This design comes from an exercise in tuning for small area, a short achievable clock period and few clock cycles per item on the open sky130 flow, not from production work.
In this exercise RTL edits were held to simulation tests only and were not proved equivalent to the original.

==> design.v <==
module bf16_arithmetic_unit (
    input  wire        CLK,
    input  wire        RST,
    input  wire        REQ_VALID,
    input  wire [3:0]  REQ_OP,
    input  wire [31:0] REQ_A,
    input  wire [31:0] REQ_B,
    output wire        REQ_READY,
    input  wire        RSP_READY,
    output wire        RSP_VALID,
    output wire [63:0] RSP_R,
    output wire        RSP_FLAG,
    output wire        RSP_ILLEGAL
);
    localparam [3:0] OP_ADD    = 4'h0;
    localparam [3:0] OP_SUB    = 4'h1;
    localparam [3:0] OP_MUL    = 4'h2;
    localparam [3:0] OP_DIV    = 4'h3;
    localparam [3:0] OP_ISNAN  = 4'h4;
    localparam [3:0] OP_ISINF  = 4'h5;
    localparam [3:0] OP_ISZERO = 4'h6;
    localparam [3:0] OP_IMUL   = 4'h8;
    localparam [3:0] OP_IDIV   = 4'h9;
    localparam [3:0] OP_IMOD   = 4'hA;
    localparam [3:0] OP_LZC    = 4'hB;
    localparam [3:0] OP_RSQRT  = 4'hC;
    localparam [1:0] ST_IDLE = 2'b00;
    localparam [1:0] ST_BUSY = 2'b01;
    localparam [1:0] ST_DONE = 2'b10;
    localparam [15:0] CANON_NAN = 16'h7FC0;
    function is_nan;
        input [15:0] v;
        is_nan = (v[14:7] == 8'hFF) && (v[6:0] != 7'd0);
    endfunction
    function is_inf;
        input [15:0] v;
        is_inf = (v[14:7] == 8'hFF) && (v[6:0] == 7'd0);
    endfunction
    function is_zero;
        input [15:0] v;
        is_zero = (v[14:0] == 15'd0);
    endfunction
    function [15:0] bf16_add;
        input [15:0] a;
        input [15:0] b;
        reg        sa, sb, rs;
        reg [7:0]  ea, eb;
        reg [8:0]  ma, mb, rm;
        reg signed [10:0] d, re;
        reg [3:0]  k;
        begin
            sa = a[15]; sb = b[15];
            ea = a[14:7]; eb = b[14:7];
            ma = {2'b00, a[6:0]}; mb = {2'b00, b[6:0]};
            if (is_nan(a))
                bf16_add = a;
            else if (is_nan(b))
                bf16_add = b;
            else if (is_inf(a))
                bf16_add = (is_inf(b) && (sa != sb)) ? CANON_NAN : a;
            else if (is_inf(b))
                bf16_add = b;
            else if (is_zero(a))
                bf16_add = b;
            else if (is_zero(b))
                bf16_add = a;
            else begin
                if (ea != 8'd0) ma = ma | 9'h080;
                if (eb != 8'd0) mb = mb | 9'h080;
                d = $signed({3'b000, ea}) - $signed({3'b000, eb});
                if (d > 11'sd8)
                    bf16_add = a;
                else if (d < -11'sd8)
                    bf16_add = b;
                else begin
                    if (d > 11'sd0) begin
                        re = {3'b000, ea};
                        mb = mb >> d;
                    end else if (d < 11'sd0) begin
                        re = {3'b000, eb};
                        ma = ma >> (-d);
                    end else begin
                        re = {3'b000, ea};
                    end
                    bf16_add = 16'h0000;
                    if (sa == sb) begin
                        rs = sa;
                        rm = ma + mb;
                        if (rm >= 9'h100) begin
                            rm = rm >> 1;
                            re = re + 11'sd1;
                        end
                        if (re >= 11'sd255)
                            bf16_add = CANON_NAN;
                        else
                            bf16_add = {rs, re[7:0], rm[6:0]};
                    end else begin
                        if (ma >= mb) begin
                            rs = sa; rm = ma - mb;
                        end else begin
                            rs = sb; rm = mb - ma;
                        end
                        if (rm == 9'd0)
                            bf16_add = 16'h0000;
                        else begin
                            k = lzc8(rm[7:0]);
                            if (re - $signed({7'd0, k}) <= 11'sd0)
                                bf16_add = 16'h0000;
                            else
                                bf16_add = {rs, re[7:0] - {4'd0, k}, rm[6:0] << k};
                        end
                    end
                end
            end
        end
    endfunction
    function [15:0] bf16_mul;
        input [15:0] a;
        input [15:0] b;
        reg        rs;
        reg [7:0]  ma, mb;
        reg [6:0]  rm;
        reg [15:0] p;
        reg signed [10:0] ea, eb, adj, re;
        reg [3:0]  k;
        begin
            rs = a[15] ^ b[15];
            ea = {3'b000, a[14:7]}; eb = {3'b000, b[14:7]};
            ma = {1'b0, a[6:0]};    mb = {1'b0, b[6:0]};
            if (is_nan(a))
                bf16_mul = a;
            else if (is_nan(b))
                bf16_mul = b;
            else if (is_inf(a))
                bf16_mul = is_zero(b) ? CANON_NAN : {rs, 8'hFF, 7'd0};
            else if (is_inf(b))
                bf16_mul = is_zero(a) ? CANON_NAN : {rs, 8'hFF, 7'd0};
            else if (is_zero(a) || is_zero(b))
                bf16_mul = {rs, 15'd0};
            else begin
                adj = 11'sd0;
                if (ea == 11'sd0) begin
                    k   = lzc8(ma);
                    ma  = ma << k;
                    adj = adj - $signed({7'd0, k});
                    ea  = 11'sd1;
                end else begin
                    ma = ma | 8'h80;
                end
                if (eb == 11'sd0) begin
                    k   = lzc8(mb);
                    mb  = mb << k;
                    adj = adj - $signed({7'd0, k});
                    eb  = 11'sd1;
                end else begin
                    mb = mb | 8'h80;
                end
                p  = ma * mb;
                re = ea + eb - 11'sd127 + adj;
                if (p[15]) begin
                    rm = p[14:8];
                    re = re + 11'sd1;
                end else begin
                    rm = p[13:7];
                end
                if (re >= 11'sd255)
                    bf16_mul = {rs, 8'hFF, 7'd0};
                else if (re < -11'sd6)
                    bf16_mul = {rs, 15'd0};
                else if (re <= 11'sd0)
                    bf16_mul = {rs, 8'd0, rm >> (11'sd1 - re)};
                else
                    bf16_mul = {rs, re[7:0], rm};
            end
        end
    endfunction
    function [15:0] bf16_div_finish;
        input [15:0] a;
        input [15:0] b;
        input [15:0] q_in;
        reg        rs;
        reg [15:0] q;
        reg signed [10:0] re;
        reg [4:0]  k;
        begin
            rs = a[15] ^ b[15];
            q  = q_in;
            if (is_nan(a))
                bf16_div_finish = a;
            else if (is_nan(b))
                bf16_div_finish = b;
            else if (is_inf(b))
                bf16_div_finish = is_inf(a) ? CANON_NAN : {rs, 15'd0};
            else if (is_zero(b))
                bf16_div_finish = is_zero(a) ? CANON_NAN : {rs, 8'hFF, 7'd0};
            else if (is_inf(a))
                bf16_div_finish = {rs, 8'hFF, 7'd0};
            else if (is_zero(a))
                bf16_div_finish = {rs, 15'd0};
            else begin
                re = $signed({3'b000, a[14:7]}) - $signed({3'b000, b[14:7]}) + 11'sd127;
                if (a[14:7] == 8'd0) re = re - 11'sd1;
                if (b[14:7] == 8'd0) re = re + 11'sd1;
                k = lzc16(q);
                if (re <= 11'sd1)
                    k = 5'd0;
                else if ($signed({6'd0, k}) > re - 11'sd1)
                    k = re[4:0] - 5'd1;
                q  = q << k;
                re = re - $signed({6'd0, k});
                if (re >= 11'sd255)
                    bf16_div_finish = {rs, 8'hFF, 7'd0};
                else if (re <= 11'sd0)
                    bf16_div_finish = {rs, 15'd0};
                else
                    bf16_div_finish = {rs, re[7:0], q[14:8]};
            end
        end
    endfunction
    function [3:0] lzc8;
        input [7:0] x;
        integer i;
        begin
            lzc8 = 4'd8;
            for (i = 0; i < 8; i = i + 1)
                if (x[i]) lzc8 = 4'd7 - i[3:0];
        end
    endfunction
    function [4:0] lzc16;
        input [15:0] x;
        integer i;
        begin
            lzc16 = 5'd16;
            for (i = 0; i < 16; i = i + 1)
                if (x[i]) lzc16 = 5'd15 - i[4:0];
        end
    endfunction
    function [5:0] lzc32;
        input [31:0] x;
        integer i;
        begin
            lzc32 = 6'd32;
            for (i = 0; i < 32; i = i + 1)
                if (x[i]) lzc32 = 6'd31 - i[5:0];
        end
    endfunction
    function [31:0] rsqrt_rom;
        input [4:0] e;
        begin
            case (e)
                5'd0:  rsqrt_rom = 32'd65536;
                5'd1:  rsqrt_rom = 32'd46341;
                5'd2:  rsqrt_rom = 32'd32768;
                5'd3:  rsqrt_rom = 32'd23170;
                5'd4:  rsqrt_rom = 32'd16384;
                5'd5:  rsqrt_rom = 32'd11585;
                5'd6:  rsqrt_rom = 32'd8192;
                5'd7:  rsqrt_rom = 32'd5793;
                5'd8:  rsqrt_rom = 32'd4096;
                5'd9:  rsqrt_rom = 32'd2896;
                5'd10: rsqrt_rom = 32'd2048;
                5'd11: rsqrt_rom = 32'd1448;
                5'd12: rsqrt_rom = 32'd1024;
                5'd13: rsqrt_rom = 32'd724;
                5'd14: rsqrt_rom = 32'd512;
                5'd15: rsqrt_rom = 32'd362;
                5'd16: rsqrt_rom = 32'd256;
                5'd17: rsqrt_rom = 32'd181;
                5'd18: rsqrt_rom = 32'd128;
                5'd19: rsqrt_rom = 32'd91;
                5'd20: rsqrt_rom = 32'd64;
                5'd21: rsqrt_rom = 32'd45;
                5'd22: rsqrt_rom = 32'd32;
                5'd23: rsqrt_rom = 32'd23;
                5'd24: rsqrt_rom = 32'd16;
                5'd25: rsqrt_rom = 32'd11;
                5'd26: rsqrt_rom = 32'd8;
                5'd27: rsqrt_rom = 32'd6;
                5'd28: rsqrt_rom = 32'd4;
                5'd29: rsqrt_rom = 32'd3;
                5'd30: rsqrt_rom = 32'd2;
                default: rsqrt_rom = 32'd1;
            endcase
        end
    endfunction
    reg [1:0]  st;
    reg [3:0]  op_q;
    reg [31:0] a_q, b_q;
    reg [63:0] r_q;
    reg        flag_q, illegal_q;
    reg [5:0]  cnt;             
    reg [31:0] div_n, div_q, div_r;
    reg [22:0] fdiv_n, fdiv_d;
    reg [15:0] fdiv_q;
    reg [31:0] rs_y, rs_t, rs_f;
    reg        rs_pow2;
    assign REQ_READY   = (st == ST_IDLE);
    assign RSP_VALID   = (st == ST_DONE);
    assign RSP_R       = r_q;
    assign RSP_FLAG    = flag_q;
    assign RSP_ILLEGAL = illegal_q;
    wire [5:0]  x_lzc  = lzc32(a_q);
    wire [4:0]  x_exp  = 5'd31 - x_lzc[4:0];
    wire [31:0] y_tab  = rsqrt_rom(x_exp);
    wire [31:0] y_next = (x_exp == 5'd31) ? 32'd0 : rsqrt_rom(x_exp + 5'd1);
    wire [31:0] delta  = y_tab - y_next;
    wire [31:0] x_pow2 = 32'd1 << x_exp;
    wire [47:0] frac_w = ({16'd0, a_q - x_pow2} << 16) >> x_exp;
    wire [31:0] frac   = {16'd0, frac_w[15:0]};
    reg  [31:0] mul_a, mul_b;
    wire [63:0] prod = mul_a * mul_b;
    always @(*) begin
        mul_a = a_q;
        mul_b = b_q;
        if (op_q == OP_RSQRT) begin
            case (cnt)
                6'd1:       begin mul_a = rs_t; mul_b = rs_f;           end
                6'd2, 6'd5: begin mul_a = rs_y; mul_b = rs_y;           end
                6'd3, 6'd6: begin mul_a = a_q;  mul_b = rs_t;           end
                default:    begin mul_a = rs_y; mul_b = 32'h00030000 - rs_t; end
            endcase
        end
    end
    wire [15:0] a16 = a_q[15:0];
    wire [15:0] b16 = b_q[15:0];
    wire [15:0] add_res = bf16_add(a16, b16);
    wire [15:0] sub_res = bf16_add(a16, b16 ^ 16'h8000);
    wire [15:0] mul_res = bf16_mul(a16, b16);
    wire [32:0] div_sh  = {div_r, div_n[31]};
    wire        div_ge  = (div_sh >= {1'b0, b_q});
    wire [31:0] div_r_n = div_ge ? (div_sh[31:0] - b_q) : div_sh[31:0];
    wire [31:0] div_q_n = {div_q[30:0], div_ge};
    wire        fdiv_ge  = (fdiv_n >= fdiv_d);
    wire [22:0] fdiv_n_n = fdiv_ge ? (fdiv_n - fdiv_d) : fdiv_n;
    wire [15:0] fdiv_q_n = {fdiv_q[14:0], fdiv_ge};
    wire [15:0] fdiv_res = bf16_div_finish(a16, b16, fdiv_q_n);
    always @(posedge CLK) begin
        if (RST) begin
            st <= ST_IDLE;
        end else begin
            case (st)
                ST_IDLE: begin
                    if (REQ_VALID) begin
                        op_q <= REQ_OP;
                        a_q  <= REQ_A;
                        b_q  <= REQ_B;
                        cnt  <= 6'd0;
                        st   <= ST_BUSY;
                    end
                end
                ST_BUSY: begin
                    cnt <= cnt + 6'd1;
                    case (op_q)
                        OP_ADD, OP_SUB, OP_MUL, OP_ISNAN, OP_ISINF, OP_ISZERO,
                        OP_IMUL, OP_LZC: begin
                            flag_q    <= 1'b0;
                            illegal_q <= 1'b0;
                            case (op_q)
                                OP_ADD:    r_q <= {48'd0, add_res};
                                OP_SUB:    r_q <= {48'd0, sub_res};
                                OP_MUL:    r_q <= {48'd0, mul_res};
                                OP_ISNAN:  begin r_q <= {63'd0, is_nan(a16)};  flag_q <= is_nan(a16);  end
                                OP_ISINF:  begin r_q <= {63'd0, is_inf(a16)};  flag_q <= is_inf(a16);  end
                                OP_ISZERO: begin r_q <= {63'd0, is_zero(a16)}; flag_q <= is_zero(a16); end
                                OP_IMUL:   r_q <= prod;
                                default:   r_q <= {58'd0, x_lzc};
                            endcase
                            st <= ST_DONE;
                        end
                        OP_IDIV, OP_IMOD: begin
                            if (cnt == 6'd0) begin
                                div_n <= a_q;
                                div_q <= 32'd0;
                                div_r <= 32'd0;
                            end else begin
                                div_n <= {div_n[30:0], 1'b0};
                                div_q <= div_q_n;
                                div_r <= div_r_n;
                                if (cnt == 6'd32) begin
                                    flag_q    <= 1'b0;
                                    illegal_q <= 1'b0;
                                    if (b_q == 32'd0)
                                        r_q <= 64'd0;
                                    else if (op_q == OP_IDIV)
                                        r_q <= {div_r_n, div_q_n};
                                    else
                                        r_q <= {32'd0, div_r_n};
                                    st <= ST_DONE;
                                end
                            end
                        end
                        OP_DIV: begin
                            if (cnt == 6'd0) begin
                                fdiv_n <= {(a_q[14:7] != 8'd0), a_q[6:0], 15'd0};
                                fdiv_d <= {(b_q[14:7] != 8'd0), b_q[6:0], 15'd0};
                                fdiv_q <= 16'd0;
                            end else begin
                                fdiv_n <= fdiv_n_n;
                                fdiv_d <= fdiv_d >> 1;
                                fdiv_q <= fdiv_q_n;
                                if (cnt == 6'd16) begin
                                    flag_q    <= 1'b0;
                                    illegal_q <= 1'b0;
                                    r_q       <= {48'd0, fdiv_res};
                                    st        <= ST_DONE;
                                end
                            end
                        end
                        OP_RSQRT: begin
                            case (cnt)
                                6'd0: begin              
                                    rs_y    <= y_tab;
                                    rs_t    <= delta;
                                    rs_f    <= frac;
                                    rs_pow2 <= (a_q == x_pow2);
                                end
                                6'd1:       if (!rs_pow2) rs_y <= rs_y - prod[47:16];  
                                6'd2, 6'd5: rs_t <= prod[31:0];                       
                                6'd3, 6'd6: rs_t <= prod[47:16];                      
                                default:    rs_y <= prod[48:17];                      
                            endcase
                            if (cnt == 6'd7) begin
                                flag_q    <= 1'b0;
                                illegal_q <= 1'b0;
                                if (a_q == 32'd0)
                                    r_q <= 64'h00000000FFFFFFFF;
                                else if (a_q == 32'd1)
                                    r_q <= 64'h0000000000010000;
                                else
                                    r_q <= {32'd0, prod[48:17]};
                                st <= ST_DONE;
                            end
                        end
                        default: begin   
                            r_q       <= 64'd0;
                            flag_q    <= 1'b0;
                            illegal_q <= 1'b1;
                            st        <= ST_DONE;
                        end
                    endcase
                end
                ST_DONE: begin
                    if (RSP_READY)
                        st <= ST_IDLE;
                end
                default: st <= ST_IDLE;
            endcase
        end
    end
endmodule
==> run.sh <==
#!/bin/bash
# synth_recipe.tcl (not shown) runs the flow's synth.tcl, then flattens the netlist and writes it again
# the make line also repeats each setting of config.mk as NAME=value (left out here)
make -C /OpenROAD-flow-scripts/flow DESIGN_CONFIG=/design/flow/config.mk WORK_HOME=/design/flow/orfs CLKGATE_MAP_FILE= SYNTH_SCRIPT=/design/flow/synth_recipe.tcl finish
==> config.mk <==
export PLATFORM = sky130hd
export DESIGN_NAME = bf16_arithmetic_unit
export DESIGN_NICKNAME = bf16_arithmetic_unit
export VERILOG_FILES = /design/flow/design.v
export SDC_FILE = /design/flow/constraint.sdc
export NUM_CORES = 4
export LEC_CHECK = 0
export CAP_MARGIN = 20
export CORE_MARGIN = 2
export CORE_UTILIZATION = 40
export SLEW_MARGIN = 20
==> constraint.sdc <==
create_clock -name core_clock -period 16.0 [get_ports {CLK}]
set_input_delay 3.2000 -clock core_clock [delete_from_list [all_inputs] [get_ports {CLK}]]
set_output_delay 3.2000 -clock core_clock [all_outputs]
set_load 0.01 [all_outputs]
==> run notes <==
==> path summary, 6_finish.rpt <==
check,slack (ns),depth (start not counted),to
hold reg to reg,0.52,2,div_n[25]
setup / recovery,1.41,52,rs_y[30]
setup reg to reg,1.41,52,rs_y[30]
hold / removal,0.52,2,div_n[25]
==> worst max-delay path: cells and delay by family, from the launching register on <==
family | cells | cell delay, ns
compound gates | 17 | 4.03
xor+xnor | 2 | 0.72
fa+ha+maj | 10 | 4.25
buf+inv | 6 | 0.58
flops | 1 | 0.44
simple gates | 17 | 4.29
==> cell usage after synthesis (all sizes together) (23+ instances only) <==
cell type  number  area share, %
o22ai          76           0.68
buf            48           0.30
nor4           39           0.44
clkbuf        382            2.0
edfxtp        377             16
a21boi         29           0.31
a31oi          42           0.37
xnor2         181            2.3
nand3         134           0.95
o31ai          41           0.43
or3            42           0.37
xor2           80            1.0
a22oi          55           0.58
o221ai         46           0.57
o21bai         35           0.37
nand2b         79           0.71
a211oi         65           0.71
a222oi         25           0.35
mux2i          78            1.1
nand4          40           0.37
fa            951             27
nor3          146            1.1
or2            23           0.20
nor2          675            3.6
and2          148            1.3
mux2           30           0.48
nor2b          51           0.45
ha            528            9.3
nand2        1327            7.0
and3           57           0.50
a21o          120            1.3
a21oi         412            2.9
a221oi         29           0.36
o211ai         58           0.62
o21ai         433            3.1
inv          1274            6.7
o21a           75           0.80
==> cells by family after synthesis <==
kind of cell	share of synthesized area, %
flip-flops	16.0
adder cells (fa/ha/maj)	36.2
AO/OA/AOI/OAI	16.1
buffers and inverters	9.08
multiplexers	1.71
XOR/XNOR	3.31
AND/OR/NAND/NOR	17.6
==> cell type report <==
cell class / count / share of cell area (%)
diodes: 5 / 0.0162
clock buffers: 46 / 1.46
clock inverters: 38 / 0.530
inverters: 1275 / 6.20
multi-input cells: 6407 / 69.4
flip-flops and latches: 379 / 14.7
well taps: 2340 / 3.79
repair buffers: 349 / 3.85
==> routing by layer <==
metal  vias up  routed length, um  track usage, %
met3       593              27000            5.79
met2      3247             121000            46.7
li1      28200                  -               -
met5         -                 59               0
met1     31900             118000            43.4
met4        10              16200            15.0
==> per-stage QoR <==
step                      hold WS [ns]
after global placement           0.499
after floorplan                  0.491
after detailed placement         0.511
final                            0.520
after global routing             0.541
after CTS                        0.524
==> sequential cells by signal, summed over array words and instances (netlist names) <==
name and count:
fdiv_n 23, div_n 32, illegal_q 1, a_q 32, b_q 32, st 2, r_q 64, div_r 32
rs_y 32, fdiv_d 23, rs_f 16, rs_t 32, div_q 31, fdiv_q 15, flag_q 1, op_q 4
cnt 6, rs_pow2 1
==> results.json <==
{
  "place_ws_ns": 1.82,
  "arrival_ns": 14.97,
  "design.die.area_sq_um": 181000,
  "cp-end-kind": "flip-flop",
  "core_area_sq_um": 176000,
  "drive_above_1_share_pct": 5.73,
  "cts_root_buf": "clkbuf_16",
  "syn_nets": 10000,
  "rsz0062_at_grt": "false",
  "viasPerCell": 5.90,
  "io_buffers": 139,
  "drc": 0,
  "grt_use_total_pct": 31.2,
  "std_cell_rows": 154,
  "finalSetupViolCount": 0,
  "routed_wl_mm": 283,
  "cts_max_path_buffers": 3,
  "drt_iter0_markers": 7356,
  "clkSinkCount": 379,
  "utilization_pct": 43.9,
  "wire_per_inst_um": 26.1,
  "path_clk_slew_ns": 0.07,
  "yosysUniqueCellTypes": 117,
  "critical_path_class": "reg -> reg",
  "fmax_mhz": 68.6,
  "hold_path_class": "reg -> reg",
  "yosysWarnings": 1,
  "initial_core_util_pct": 40.3,
  "final_common_cell": "nand2_1",
  "layout_worst_path_cycle_share_pct": 91.2,
  "synth_area_per_cell_sq_um": 8.35,
  "synth_edf_count": 377,
  "ys_seq_area_share_pct": 16.0,
  "die_w_um": 425,
  "firstDrtPassIters": 9,
  "die_h_um": 425,
  "cp_slowest_cell": "o21ai_2",
  "final_cell_mix": "nand2_1 (1326), inv_1 (1269), fa_1 (951)",
  "finalNetCount": 10000,
  "place_congestion": 1.04,
  "status": "complete, no violations",
  "regArea_sq_um": 11400,
  "ant_nets": 0,
  "finClkSkew_ns": 0.0297,
  "grt_max_degree": 90,
  "r2r-start": "rs_t[2]",
  "postCtsResizedCells": 0,
  "cts_setup_buffers": 0,
  "final-hold-violation-count": 0,
  "post-route-min-period_ns": 14.59,
  "maxCapViolCount": 0,
  "startpoint": "rs_t[2]",
  "areaGrowthSynthToFinish_pct": 8.96,
  "synth.cell_area_sq_um": 70900,
  "cp_max_fo": 14,
  "htreeDepth": 2,
  "fin_area_sq_um": 77200,
  "slowest_delay_ns": 0.65,
  "maxSlewViolCount": 0,
  "min_from": "div_n[24]",
  "cts-buffers-inserted": 45,
  "setup_ws_ns": 1.41,
  "dp.cells": 10800,
  "dpl.hpwl_mm": 225,
  "postSynthCellCount": 8491,
  "startpoint_type": "flip-flop",
  "crit_top_cell": "fa_1",
  "synthFlopType": "edfxtp_1",
  "final_cells": 10800,
  "grt_overflow": 0,
  "maxSlewHeadroom_pct": 19.9,
  "placed_area_sq_um": 75700,
  "fillCellCount": 17500,
  "grt_pass1_wl_mm": 421,
  "worst_pin_slew_ns": 1.19,
  "async_reset_ff_share_pct": 0,
  "setup_tns_ns": 0,
  "synth_seq_cells": 379,
  "ios": 140,
  "antenna_found_initial": 11,
  "clk_latency_ns": 0.66,
  "crit_required_ns": 16.39,
  "multi_input_area_sq_um": 53600,
  "grt_pass1_vias": 63500,
  "cts_tree": "built",
  "vias": 64000,
  "ctsHoldBuffers": 0
}
Testbench counts, summed over its fixed seeds: cycles 43,563, items 4,800.

-- static timing again, ports no longer ideal --
Ports are ideal in the flow. The routed layout listed here was re-timed in OpenROAD. Step 1 sets driving cells, clkbuf_16 on the clock port and buf_2 on the other inputs (assumed; they add their load-dependent delay and slew). Step 2 times the ports against the registers' clock, not the clock port: input delays grow and output delays shrink by t, the midpoint of the rising clock arrivals with the driver on. Slacks: no drivers / after step 1 / after step 2; pairs: no drivers / after step 1.
shift t [ns]: 0.712
setup WS [ns]: 1.414 / 1.414 / 1.414
worst setup path at the end: register to register
After both steps setup and hold are still met in this run. For this run, drivers alone change the setup slack by 0.000 ns; drivers and shift together by 0.000 ns.
